Background: an optimization exercise with open tools, aiming at small area, a short achievable clock period and few clock cycles. Do not read the settings as production practice.
Only simulation tests tie the RTL to the original design; equivalence was not proved.
Power figures rest on the tool's default switching activity, not on a simulated workload.

File: flow/design.v
module elliott900 (
    input  wire        clk,
    input  wire        rst,           
    input  wire [17:0] start_addr,    
    input  wire [31:0] limit,         
    output wire        mem_req,
    output wire        mem_we,
    output wire [13:0] mem_addr,
    output wire [17:0] mem_wdata,
    input  wire        mem_ack,
    input  wire [17:0] mem_rdata,
    output wire        io_req,
    output wire [2:0]  io_dev,
    output wire [7:0]  io_out,
    input  wire        io_ack,
    input  wire [7:0]  io_in,
    input  wire [1:0]  io_status,
    output wire        halted,
    output wire [4:0]  exit_code,
    output wire [2:0]  fatal_cause,
    output wire [13:0] stop_addr,
    output wire [17:0] acc_a,
    output wire [17:0] acc_q
);
    localparam [4:0] S_INIT  = 5'd0,    
                     S_INITB = 5'd1,    
                     S_FE    = 5'd2,    
                     S_RD    = 5'd3,    
                     S_WR    = 5'd4,    
                     S_DW    = 5'd5,    
                     S_SH0   = 5'd6,    
                     S_SH    = 5'd7,    
                     S_MUL   = 5'd8,
                     S_DIV0  = 5'd9,
                     S_DIV   = 5'd10,
                     S_DP1   = 5'd11,   
                     S_DP2   = 5'd12,   
                     S_IOD   = 5'd13,   
                     S_IOW   = 5'd14,   
                     S_RF    = 5'd15,   
                     S_HW    = 5'd16,   
                     S_FS    = 5'd17,   
                     S_FB    = 5'd18,   
                     S_L6    = 5'd19,   
                     S_L7    = 5'd20,   
                     S_HALT  = 5'd21;
    localparam [1:0] R_HALT = 2'd0, R_FETCH = 2'd1, R_LEVEL = 2'd3;
    localparam [2:0] C_SCR_OVERFLOW  = 3'd1,
                     C_ADDRESS_RANGE = 3'd2,
                     C_SHIFT_RANGE   = 3'd3,
                     C_UNSUPPORTED   = 3'd4,
                     C_DIVIDE_ZERO   = 3'd5,
                     C_DEVICE_ERROR  = 3'd6;
    function [17:0] io_word;
        input [3:0] i;    
        case (i)
            4'd4:    io_word = 18'o777775;
            4'd5:    io_word = 18'o017764;
            4'd6:    io_word = 18'o117775;
            4'd7:    io_word = 18'o364000;
            4'd8:    io_word = 18'o237772;
            4'd9:    io_word = 18'o217767;
            4'd10:   io_word = 18'o364000;
            4'd11:   io_word = 18'o537764;
            4'd12:   io_word = 18'o240001;
            4'd13:   io_word = 18'o100001;
            4'd14:   io_word = 18'o237766;
            default: io_word = 18'o217761;
        endcase
    endfunction
    reg [4:0]  st;
    reg        mreq, mwe;
    reg [13:0] maddr;
    reg [17:0] wdata;
    reg        ireq;
    reg [2:0]  idev;
    reg [7:0]  iout;
    reg [17:0] A, Q;
    reg [17:0] pc;           
    reg [17:0] B;            
    reg        bdirty;       
    reg [13:0] ls;           
    reg [3:0]  fn;
    reg [1:0]  mhi;          
    reg        oh_s, oh_b;   
    reg [17:0] R;            
    reg [5:0]  cnt;
    reg [31:0] rem;          
    reg        level4, first, ffl, iop, alu_p;
    reg        nneg, qhi0, cfix, shl;
    reg [1:0]  ret;
    reg        hp_lim, hp_ds, hp_ov, fhit;
    reg [4:0]  h_code;
    reg [2:0]  h_cause;
    wire [13:0] scr_idx = {11'd0, level4, level4, 1'b0};
    wire [13:0] b_idx   = {11'd0, level4, level4, 1'b1};
    wire        lim_en  = |limit;
    assign mem_req     = mreq;
    assign mem_we      = mwe;
    assign mem_addr    = maddr;
    assign mem_wdata   = wdata;
    assign io_req      = ireq;
    assign io_dev      = idev;
    assign io_out      = iout;
    assign halted      = st == S_HALT;
    assign exit_code   = h_code;
    assign fatal_cause = h_cause;
    assign stop_addr   = ls;
    assign acc_a       = A;
    assign acc_q       = Q;
    wire [14:0] pc_inc  = {1'b0, pc[13:0]} + 15'd1;        
    wire        d_b     = mem_rdata[17];
    wire [3:0]  d_f     = mem_rdata[16:13];
    wire [13:0] d_a     = {pc[13], mem_rdata[12:0]};
    wire [15:0] d_m     = d_b ? ({2'b00, d_a} + B[15:0]) : {2'b00, d_a};
    wire        d_rd    = d_f == 4'd0 || d_f == 4'd1 || d_f == 4'd2 || d_f == 4'd4 ||
                          d_f == 4'd6 || d_f == 4'd10 || d_f == 4'd12 || d_f == 4'd13;
    wire        d_stf   = d_f == 4'd3 || d_f == 4'd5 || d_f == 4'd11;
    wire        d_jmp   = d_f == 4'd7 || d_f == 4'd8 || d_f == 4'd9;
    wire        d_take  = d_f == 4'd8 || (d_f == 4'd7 && A == 18'd0) || (d_f == 4'd9 && A[17]);
    wire [17:0] d_sval  = (d_f == 4'd5) ? A :
                          (d_f == 4'd3) ? {1'b0, Q[17:1]} : {5'd0, pc_inc[12:0]};
    function prot;
        input [13:0] ad;
        input        l4;
        prot = !l4 && ad[13:4] == 10'h1FF && (ad[3] | ad[2]);
    endfunction
    wire        m_hit   = maddr[13:3] == 11'd0 && maddr[2:1] == {level4, level4};
    wire        m_bad   = mhi != 2'b00;
    wire [17:0] v       = oh_s ? pc : oh_b ? B : mem_rdata;    
    wire        at_iod  = st == S_IOD;
    wire [12:0] key     = at_iod ? maddr[12:0] : mem_rdata[12:0];
    wire        k_rd    = key == 13'd2048;
    wire        k_ti    = key == 13'd2052;
    wire        k_pl    = key == 13'd4864;
    wire        k_pu    = key == 13'd6144;
    wire        k_to    = key == 13'd6148;
    wire        k_lt    = key == 13'd7168;
    wire [2:0]  k_dev   = k_ti ? 3'd1 : k_pl ? 3'd2 : k_pu ? 3'd3 : k_to ? 3'd4 : 3'd0;
    wire [7:0]  k_out   = k_pl ? {2'd0, A[5:0]} : k_pu ? A[7:0] : {1'b0, A[6:0]};
    wire        k_outd  = k_pl | k_pu | k_to;
    wire        k_ind   = k_rd | k_ti;
    wire        in_mul  = st == S_MUL;
    wire        in_div  = st == S_DIV;
    wire        in_sh   = st == S_SH;
    wire        in_dp1  = st == S_DP1;
    wire        in_dp2  = st == S_DP2;
    wire        dneg    = wdata[17];
    wire        pre     = in_div && (cnt > 6'd18);
    wire        msb     = (pre ? R[17] : Q[17]) ^ nneg;
    wire        xsh     = in_div | (in_sh & shl);             
    wire        x_zero  = in_dp2;
    wire        y_q     = in_dp2;
    wire        y_zero  = in_sh | (in_mul & !Q[0]);
    wire        last    = cnt == 6'd1;
    wire        nga     = alu_p && fn == 4'd2;
    wire        invx    = nga;
    reg         invy, cin;
    always @(*) begin
        if (in_mul)              begin invy = last & Q[0]; cin = last & Q[0]; end
        else if (in_div | in_dp1) begin invy = !dneg;       cin = !dneg;       end
        else if (in_dp2)         begin invy = nneg ^ dneg;  cin = (nneg ^ dneg) ^ cfix; end
        else                     begin invy = 1'b0;         cin = nga;         end
    end
    wire [18:0] xa   = x_zero ? 19'd0 : xsh ? {A, msb} : {A[17], A};
    wire [18:0] xv   = xa ^ {19{invx}};
    wire [18:0] ya   = y_zero ? 19'd0 : y_q ? {qhi0, Q} : {wdata[17], wdata};
    wire [18:0] yv   = ya ^ {19{invy}};
    wire [18:0] sum  = xv + yv + {18'd0, cin};
    wire        ge   = in_div & !sum[18];
    wire [12:0] pl      = maddr[12:0];
    wire        sh_left = pl[12:11] == 2'b00;
    wire        sh_rght = pl[12:11] == 2'b11;
    wire [5:0]  pl_neg  = 6'd0 - pl[5:0];
    wire [5:0]  sh_k    = sh_left ? ((pl > 13'd36) ? 6'd36 : pl[5:0])
                                  : ((pl < 13'd8156) ? 6'd36 : pl_neg);
    wire        sh_big  = cnt >= 6'd18;                  
    wire [5:0]  sh_nx   = sh_big ? cnt - 6'd18 : cnt - 6'd1;
    function sh_end;      
        input [5:0] c;
        sh_end = c == 6'd1 || c == 6'd18;
    endfunction
    task fetch;       
        input [13:0] ad;
        begin
            mreq  <= 1'b1;
            mwe   <= 1'b0;
            maddr <= ad;
            st    <= S_FE;
        end
    endtask
    task flush;       
        input [17:0] v;
        input [1:0]  r;
        begin
            mreq  <= 1'b1;
            mwe   <= 1'b1;
            maddr <= scr_idx;
            wdata <= v;
            ret   <= r;
            st    <= S_FS;
        end
    endtask
    task io_halt;     
        begin
            ireq <= 1'b0;
            iop  <= 1'b0;
            case (io_status)
                2'd1:    begin h_code <= (idev == 3'd0) ? 5'd2 : 5'd4; end
                2'd2:    begin h_code <= 5'd16; end
                default: begin h_code <= 5'd1; h_cause <= C_DEVICE_ERROR; end
            endcase
        end
    endtask
    wire io_ok = io_ack && io_status == 2'd0;
    always @(posedge clk) begin
        hp_lim <= lim_en && rem == 32'd0;
        hp_ds  <= !first && pc == {4'd0, ls};
        hp_ov  <= pc[17:14] != 4'd0;
        fhit   <= pc[13:3] == 11'd0 && pc[2:1] == {level4, level4};
        oh_s   <= m_hit && !maddr[0];
        oh_b   <= m_hit && maddr[0];
        if (alu_p) begin
            alu_p <= 1'b0;
            if (fn == 4'd6) A <= A & wdata;
            else            A <= sum[17:0];
        end
        if (rst) begin
            st      <= S_INIT;
            mreq    <= 1'b1;
            mwe     <= 1'b1;
            maddr   <= 14'd8180;
            wdata   <= io_word(4'd4);
            cnt     <= 6'd4;
            ireq    <= 1'b0;
            iop     <= 1'b0;
            alu_p   <= 1'b0;
            level4  <= 1'b0;
            first   <= 1'b1;
            bdirty  <= 1'b0;
            ffl     <= 1'b0;
            A       <= 18'd0;
            Q       <= 18'd0;
            pc      <= start_addr;
            rem     <= limit;
            h_code  <= 5'd0;
            h_cause <= 3'd0;
        end else begin
            case (st)
                S_INIT: if (mem_ack) begin
                    cnt <= cnt + 6'd1;
                    if (cnt[3:0] == 4'd15) begin
                        mwe   <= 1'b0;
                        maddr <= 14'd1;
                        st    <= S_INITB;
                    end else begin
                        maddr <= {10'h1FF, cnt[3:0] + 4'd1};
                        wdata <= io_word(cnt[3:0] + 4'd1);
                    end
                end
                S_INITB: if (mem_ack) begin
                    B <= mem_rdata;
                    fetch(pc[13:0]);
                end
                S_FE: begin
                    if (mem_ack) begin
                        if (iop && io_ack && io_status != 2'd0) begin
                            io_halt;
                            flush(pc, R_HALT);
                        end else if (iop && !io_ack) begin
                            mreq <= 1'b0;                    
                            st   <= S_RF;
                        end else if (hp_lim | hp_ds | hp_ov) begin
                            iop  <= 1'b0;
                            ireq <= 1'b0;
                            if (hp_lim)     h_code <= 5'd8;
                            else if (hp_ds) h_code <= 5'd0;
                            else begin      h_code <= 5'd1; h_cause <= C_SCR_OVERFLOW; end
                            flush(pc, R_HALT);
                        end else if (fhit && !ffl) begin
                            iop  <= 1'b0;
                            ireq <= 1'b0;
                            flush({3'd0, pc_inc}, R_FETCH);
                        end else begin
                            iop   <= 1'b0;
                            ireq  <= 1'b0;
                            ls    <= pc[13:0];
                            pc    <= {3'd0, pc_inc};
                            first <= 1'b0;
                            ffl   <= 1'b0;
                            rem   <= rem - 32'd1;
                            fn    <= d_f;
                            mhi   <= d_m[15:14];
                            maddr <= d_m[13:0];
                            wdata <= d_sval;
                            if (d_f == 4'd11) Q <= {3'd0, pc_inc[14:13], 13'd0};
                            if (d_rd) begin
                                st    <= S_RD;
                            end else if (d_stf) begin
                                if (d_b) begin
                                    mreq <= 1'b0;
                                    st   <= S_DW;
                                end else if (prot(d_a, level4)) begin
                                    fetch(pc_inc[13:0]);
                                end else begin
                                    mwe   <= 1'b1;
                                    st    <= S_WR;
                                end
                            end else if (d_jmp) begin
                                if (d_take) begin
                                    pc <= {2'd0, d_m};
                                    fetch(d_m[13:0]);
                                end else begin
                                    fetch(pc_inc[13:0]);
                                end
                            end else if (d_f == 4'd14) begin
                                mreq <= 1'b0;
                                st   <= S_SH0;
                            end else if (d_b) begin           
                                mreq <= 1'b0;
                                st   <= S_IOD;
                            end else if (k_outd) begin
                                ireq <= 1'b1; idev <= k_dev; iout <= k_out; iop <= 1'b1;
                                fetch(pc_inc[13:0]);
                            end else if (k_ind) begin
                                ireq <= 1'b1; idev <= k_dev;
                                mreq <= 1'b0;
                                st   <= S_IOW;
                            end else if (k_lt) begin
                                if (level4) fetch(pc_inc[13:0]);
                                else        flush({3'd0, pc_inc}, R_LEVEL);
                            end else begin
                                h_code <= 5'd1; h_cause <= C_UNSUPPORTED;
                                flush({3'd0, pc_inc}, R_HALT);
                            end
                        end
                    end else if (iop && io_ack) begin
                        if (io_status != 2'd0) begin
                            io_halt;
                            st <= S_HW;
                        end else begin
                            iop  <= 1'b0;
                            ireq <= 1'b0;
                        end
                    end
                end
                S_RF: if (io_ack) begin
                    if (io_status != 2'd0) begin
                        io_halt;
                        flush(pc, R_HALT);
                    end else begin
                        iop  <= 1'b0;
                        ireq <= 1'b0;
                        fetch(pc[13:0]);
                    end
                end
                S_HW: if (mem_ack) flush(pc, R_HALT);
                S_RD: if (mem_ack) begin
                    if (m_bad) begin
                        h_code <= 5'd1; h_cause <= C_ADDRESS_RANGE;
                        flush(pc, R_HALT);
                    end else begin
                        case (fn)
                            4'd0: begin
                                Q <= v; B <= v; bdirty <= 1'b1;
                                fetch(pc[13:0]);
                            end
                            4'd4: begin
                                A <= v;
                                fetch(pc[13:0]);
                            end
                            4'd10: begin
                                if (prot(maddr, level4)) begin
                                    fetch(pc[13:0]);
                                end else begin
                                    mwe   <= 1'b1;
                                    wdata <= v + 18'd1;
                                    st    <= S_WR;
                                end
                            end
                            4'd12: begin
                                wdata <= v;
                                Q    <= A;
                                A    <= 18'd0;
                                cnt  <= 6'd18;
                                mreq <= 1'b0;
                                st   <= S_MUL;
                            end
                            4'd13: begin
                                wdata <= v;
                                mreq <= 1'b0;
                                st   <= S_DIV0;
                            end
                            default: begin       
                                wdata <= v;
                                alu_p <= 1'b1;
                                fetch(pc[13:0]);
                            end
                        endcase
                    end
                end
                S_WR: if (mem_ack) begin
                    if (m_hit && !maddr[0]) begin
                        pc <= wdata;
                        fetch(wdata[13:0]);
                    end else begin
                        if (m_hit) B <= wdata;
                        fetch(pc[13:0]);
                    end
                end
                S_DW: begin
                    if (m_bad) begin
                        h_code <= 5'd1; h_cause <= C_ADDRESS_RANGE;
                        flush(pc, R_HALT);
                    end else if (prot(maddr, level4)) begin
                        fetch(pc[13:0]);
                    end else begin
                        mreq  <= 1'b1;
                        mwe   <= 1'b1;
                        st    <= S_WR;
                    end
                end
                S_IOD: begin
                    if (k_outd) begin
                        ireq <= 1'b1; idev <= k_dev; iout <= k_out; iop <= 1'b1;
                        fetch(pc[13:0]);
                    end else if (k_ind) begin
                        ireq <= 1'b1; idev <= k_dev;
                        st   <= S_IOW;
                    end else if (k_lt) begin
                        if (level4) fetch(pc[13:0]);
                        else        flush(pc, R_LEVEL);
                    end else begin
                        h_code <= 5'd1; h_cause <= C_UNSUPPORTED;
                        flush(pc, R_HALT);
                    end
                end
                S_IOW: if (io_ack) begin
                    if (io_status != 2'd0) begin
                        io_halt;
                        flush(pc, R_HALT);
                    end else begin
                        ireq <= 1'b0;
                        A    <= {A[10:0], 7'd0} | {10'd0, io_in};
                        fetch(pc[13:0]);
                    end
                end
                S_SH0: begin
                    if (!sh_left && !sh_rght) begin
                        h_code <= 5'd1; h_cause <= C_SHIFT_RANGE;
                        flush(pc, R_HALT);
                    end else begin
                        shl  <= sh_left;
                        nneg <= 1'b0;
                        cnt  <= sh_k;
                        if (sh_k == 6'd0)      fetch(pc[13:0]);
                        else begin
                            if (sh_end(sh_k))  begin mreq <= 1'b1; mwe <= 1'b0; maddr <= pc[13:0]; end
                            st <= S_SH;
                        end
                    end
                end
                S_SH: begin
                    if (sh_big) begin
                        cnt <= cnt - 6'd18;
                        if (shl) begin A <= Q;          Q <= 18'd0; end
                        else     begin A <= {18{A[17]}}; Q <= A;    end
                    end else begin
                        cnt <= cnt - 6'd1;
                        if (shl) begin
                            A <= xa[17:0];
                            Q <= {Q[16:0], 1'b0};
                        end else begin
                            A <= sum[18:1];
                            Q <= {sum[0], Q[17:1]};
                        end
                    end
                    if (sh_end(sh_nx)) begin mreq <= 1'b1; mwe <= 1'b0; maddr <= pc[13:0]; end
                    if (sh_end(cnt)) st <= S_FE;
                end
                S_MUL: begin
                    cnt <= cnt - 6'd1;
                    if (last) begin
                        A  <= sum[17:0];
                        st <= S_FE;
                    end else begin
                        A <= sum[18:1];
                        Q <= {sum[0], Q[17:1]};
                    end
                    if (cnt == 6'd2) begin mreq <= 1'b1; mwe <= 1'b0; maddr <= pc[13:0]; end
                end
                S_DIV0: begin
                    if (wdata == 18'd0) begin
                        h_code <= 5'd1; h_cause <= C_DIVIDE_ZERO;
                        flush(pc, R_HALT);
                    end else begin
                        nneg <= A[17];
                        R    <= A;
                        A    <= 18'd0;
                        qhi0 <= 1'b0;
                        cnt  <= (A == {18{A[17]}}) ? 6'd18 : 6'd36;
                        st   <= S_DIV;
                    end
                end
                S_DIV: begin
                    cnt <= cnt - 6'd1;
                    A   <= ge ? sum[17:0] : xa[17:0];
                    if (pre) begin
                        R <= {R[16:0], 1'b0};
                        if (cnt == 6'd19) qhi0 <= ge;
                    end else begin
                        Q <= {Q[16:0], ge};
                    end
                    cfix <= 1'b0;
                    if (last) begin
                        if (nneg) st <= S_DP1;
                        else begin
                            mreq <= 1'b1; mwe <= 1'b0; maddr <= pc[13:0];
                            st <= S_DP2;
                        end
                    end
                end
                S_DP1: begin
                    cfix <= &sum;
                    mreq <= 1'b1; mwe <= 1'b0; maddr <= pc[13:0];
                    st   <= S_DP2;
                end
                S_DP2: begin
                    A  <= {sum[18:2], 1'b1};
                    Q  <= {sum[18:2], 1'b0};
                    st <= S_FE;
                end
                S_FS: if (mem_ack) begin
                    if (bdirty) begin
                        bdirty <= 1'b0;
                        maddr  <= b_idx;
                        wdata  <= B;
                        st     <= S_FB;
                    end else begin
                        mwe <= 1'b0;
                        case (ret)
                            R_HALT:  begin mreq <= 1'b0; st <= S_HALT; end
                            R_FETCH: begin ffl <= 1'b1; maddr <= pc[13:0]; st <= S_FE; end
                            default: begin maddr <= 14'd6; st <= S_L6; end
                        endcase
                    end
                end
                S_FB: if (mem_ack) begin
                    mwe <= 1'b0;
                    case (ret)
                        R_HALT:  begin mreq <= 1'b0; st <= S_HALT; end
                        R_FETCH: begin ffl <= 1'b1; maddr <= pc[13:0]; st <= S_FE; end
                        default: begin maddr <= 14'd6; st <= S_L6; end
                    endcase
                end
                S_L6: if (mem_ack) begin
                    pc    <= mem_rdata;
                    maddr <= 14'd7;
                    st    <= S_L7;
                end
                S_L7: if (mem_ack) begin
                    B      <= mem_rdata;
                    level4 <= 1'b1;
                    fetch(pc[13:0]);
                end
                default: ;    
            endcase
        end
    end
endmodule
File: flow/run.sh
#!/bin/bash
# synth_recipe.tcl (not shown) runs the flow's synth.tcl, then flattens the netlist and writes it again
# the make line also repeats each setting of config.mk as NAME=value (left out here)
make -C /OpenROAD-flow-scripts/flow DESIGN_CONFIG=/design/flow/config.mk WORK_HOME=/design/flow/orfs CLKGATE_MAP_FILE= SYNTH_SCRIPT=/design/flow/synth_recipe.tcl finish
File: flow/config.mk
export PLATFORM = sky130hd
export DESIGN_NAME = elliott900
export DESIGN_NICKNAME = elliott900
export VERILOG_FILES = /design/flow/design.v
export SDC_FILE = /design/flow/constraint.sdc
export NUM_CORES = 4
export LEC_CHECK = 0
export CAP_MARGIN = 20
export CORE_MARGIN = 2
export CORE_UTILIZATION = 40
export PLACE_DENSITY = 0.6
export SLEW_MARGIN = 20
File: flow/constraint.sdc
create_clock -name core_clock -period 7.0 [get_ports {clk}]
set_input_delay 1.4000 -clock core_clock [delete_from_list [all_inputs] [get_ports {clk}]]
set_output_delay 1.4000 -clock core_clock [all_outputs]
set_load 0.01 [all_outputs]
==> results.txt <==
==> power groups by stage <==
stage / Combinational [W] / Sequential, W / Clock [W]
final: 0.00762 / 0.00219 / 0.00185
after global routing: 0.00790 / 0.00219 / 0.00190
after CTS: 0.00728 / 0.00214 / 0.00186
after detailed placement: 0.00724 / 0.00217 / 0
after global placement: 0.00722 / 0.00217 / 0
after floorplan: 0.00438 / 0.00194 / 0
==> placed cells by master (no fill, tap or decap), types with 63 or more instances in the layout <==
cell,netlist,layout
o21ai_0,281,279
xnor2_1,98,98
nand3_1,63,63
dfxtp_1,102,101
nand2_1,456,456
mux2i_1,77,76
a21oi_1,254,253
clkdlybuf4s50_1,0,184
inv_1,64,63
nor3_1,90,86
nor2_1,261,257
edfxtp_1,123,123
buf_4,9,157
==> critical path: stages (launching register included) <==
cell      delay (ns)
dfxtp_1         0.64
inv_1           0.26
ha_1            0.35
nor2b_1         0.16
o31ai_1         0.08
a21oi_1         0.43
mux2i_1         0.27
xnor2_1         0.09
a21oi_1         0.33
xnor2_1         0.13
fa_1            0.57
fa_1            0.51
nand2b_1        0.20
a211oi_1        0.31
o31ai_1         0.23
o22ai_1         0.23
xnor3_1         0.75
buf_4           0.32
mux2_4          0.32
a221oi_2        0.21
o22ai_1         0.12
==> worst paths after layout <==
path	start	end	slack (ns)	cells after the start
worst max-delay path	cnt[0]	A[10]	0.34	20
worst min-delay path	ireq	ireq	0.49	2
worst max register to register	cnt[0]	A[10]	0.34	20
worst min register to register	ireq	ireq	0.49	2
==> final cells by class <==
type	count	area (um^2)	share of cell area (%)
multi-input combinational	2550	15800	58.7
sequential	225	5740	21.3
timing repair buffer	343	3050	11.3
tap	756	946	3.51
clock buffer	35	865	3.20
clock inverter	23	305	1.13
inverter	67	251	0.932
antenna	1	2.50	0.00927
==> metal layers <==
layer	global-route usage [%]	part of all wire [%]	vias up
li1	-	-	11900
met1	55.7	37	13600
met2	65.2	42	2325
met3	13.3	13	612
met4	29.9	8.2	6
met5	0	0.031	-
==> metrics by stage <==
step / util [%] / cells / hold WS [ns] / power, W / cell area (um^2)
after global routing: 47.8 / 3999 / 0.514 / 0.0120 / 27000
after floorplan: - / 3114 / 0.423 / 0.00632 / 22800
final: 47.9 / 4000 / 0.490 / 0.0117 / 27000
after global placement: 45.8 / 3941 / 0.469 / 0.00939 / 25800
after detailed placement: 45.8 / 3941 / 0.476 / 0.00941 / 25800
after CTS: 47.8 / 3999 / 0.488 / 0.0113 / 27000
==> sequential cells by signal, indices dropped and copies added (netlist names), 2 cells and up <==
register,cells
wdata,18
iout,8
idev,3
ret,2
cnt,6
fn,4
Q,18
R,18
B,18
h_code,5
A,18
ls,14
rem,32
pc,18
mhi,2
st,5
maddr,14
h_cause,3
==> cells in the mapped netlist, types with 63 or more instances <==
cell / count / area [um^2]
mux2i_1: 77 / 771
o21ai_0: 281 / 1410
nor2_1: 261 / 980
xnor2_1: 98 / 858
clkbuf_1: 206 / 773
nand3_1: 63 / 315
a21oi_1: 254 / 1270
dfxtp_1: 102 / 2040
nand2_1: 456 / 1710
edfxtp_1: 123 / 3690
nor3_1: 90 / 450
inv_1: 64 / 240
==> logic make-up (layout without fill, tap and decap cells) <==
| logic type | after synthesis | in the layout | share of synthesized area [%] |
|---|---|---|---|
| AOI/OAI and AO/OA | 1090 | 1090 | 31.6 |
| DFF | 225 | 225 | 25.1 |
| buffers and inverters | 339 | 468 | 6.08 |
| xor gates and xnor gates | 145 | 145 | 5.62 |
| other | 0 | 1 | 0 |
| and+or+nand+nor | 1167 | 1167 | 24.0 |
| adders and majority gates | 58 | 58 | 3.28 |
| muxes | 90 | 90 | 4.23 |
==> metrics.csv <==
metric,value,unit
Die ar.,0.0590,mm^2
Reg power frac,18.8,%
total grt overflow,0,
Sw Ratio,53.8,%
Tot GR Track Use,44.3,%
Leak Pwr,9.35,nW
DRT Wirelength,136000,um
Tightest Hold Check Type,register to register,
Rows,87,
Cells after Synth,3114,
TritonCTS Buffers,31,
Die H,243,um
post-synth cell types,101,
IO Port Bufs,186,
RSZ-0062 raised after global routing,no,
Peak Freq,150,MHz
Via-to-Cell Ratio,7.11,
share of layout cells above drive strength 1,9.10,%
pre-CTS setup slack,0.642,ns
worst-margin pin slew,1.21,ns
Final ANT Viol Nets,0,
clk buf depth,3,
syn_area_per_cell,7.33,um^2
Yosys Warn Count,1,
crit-path max FO,16,
Clk pwr share,15.9,%
CTS root buf,clkbuf_16,
Post-CTS Setup Bufs,0,
Max-slew headroom,18.9,%
internal power,0.00539,W
fill count,5765,
First-pass DRT Iterations,9,
"Clk Latency, worst-skew pair",0.64,ns
core area,0.0564,mm^2
clk sinks,225,
#FFs+latches synth,225,
ys async rst share,0,%
antenna violations before repair,5,
RePlAce Congestion,1.09,
DRC Markers,0,
"Seq/Total Area, Yosys",25.1,%
"EDFF count, synth",123,
largest net degree at the start of global routing,136,
PwrDens,432,mW/mm^2
CTS resizes,0,
max_cap viols,0,
startpoint types,register,
H-tree levels,1,
vias in the first global route,26500,
Worst VDD drop,0.407,mV
Post-Syn Nets,3254,
setup TNS,0,ns
clock slew at reported path FFs,0.06,ns
io pins,187,
dpl hpwl,99300,um
synthesized area,0.0228,mm^2
P&R area growth vs syn,18.2,%
Most used DFF post-synth,edfxtp_1,
hold-fix buffer count after cts,0,
WS Path Type,register to register,
Comb power frac,65.3,%
Setup crit end kind,register,
drt wl/cell,34.1,um
Final Hold Fails,0,
nets,3358,
CTS tree,yes,
Period minus WS final,6.66,ns
outcome,finished clean,
routed via count,28400,
count of final setup violators,0,
first-pass GRT wire length,193000,um
Clock Skew,0.0232,ns
"Data required, critical path",7.49,ns
Die Wd,243,um
Max Slew Vio Count,0,
Initial DRC Count,4572,
Critical Path AT,7.14,ns
part of the cycle the worst path needs,95.1,%
sw power,0.00627,W
Starting Density,40.5,%
Final WS setup,0.345,ns
Testbench counts, summed over its fixed seeds: cycles 124,464.

-- re-timing with driven ports --
The results above use ideal ports. As a check the final layout listed here was re-extracted and re-timed, cells and wires unchanged. Step 1, drivers: a clkbuf_16 drives clk and a buf_2 each remaining input, both assumed. Step 2 times the ports against the registers' clock, not the clock port: input delays grow and output delays shrink by t, the midpoint of the rising clock arrivals with the driver on. a / b / c = no drivers / after step 1 / after step 2; a / b = the first two.
shift t [ns]: 0.695
slack for setup (ns): 0.345 / 0.345 / 0.345
worst setup path after step 2: register to register
clock arrival spread, ns: 0.023 / 0.023
After both steps setup and hold are still met in this run. The setup slack of this run moves by 0.000 ns with the drivers and by 0.000 ns with both steps.
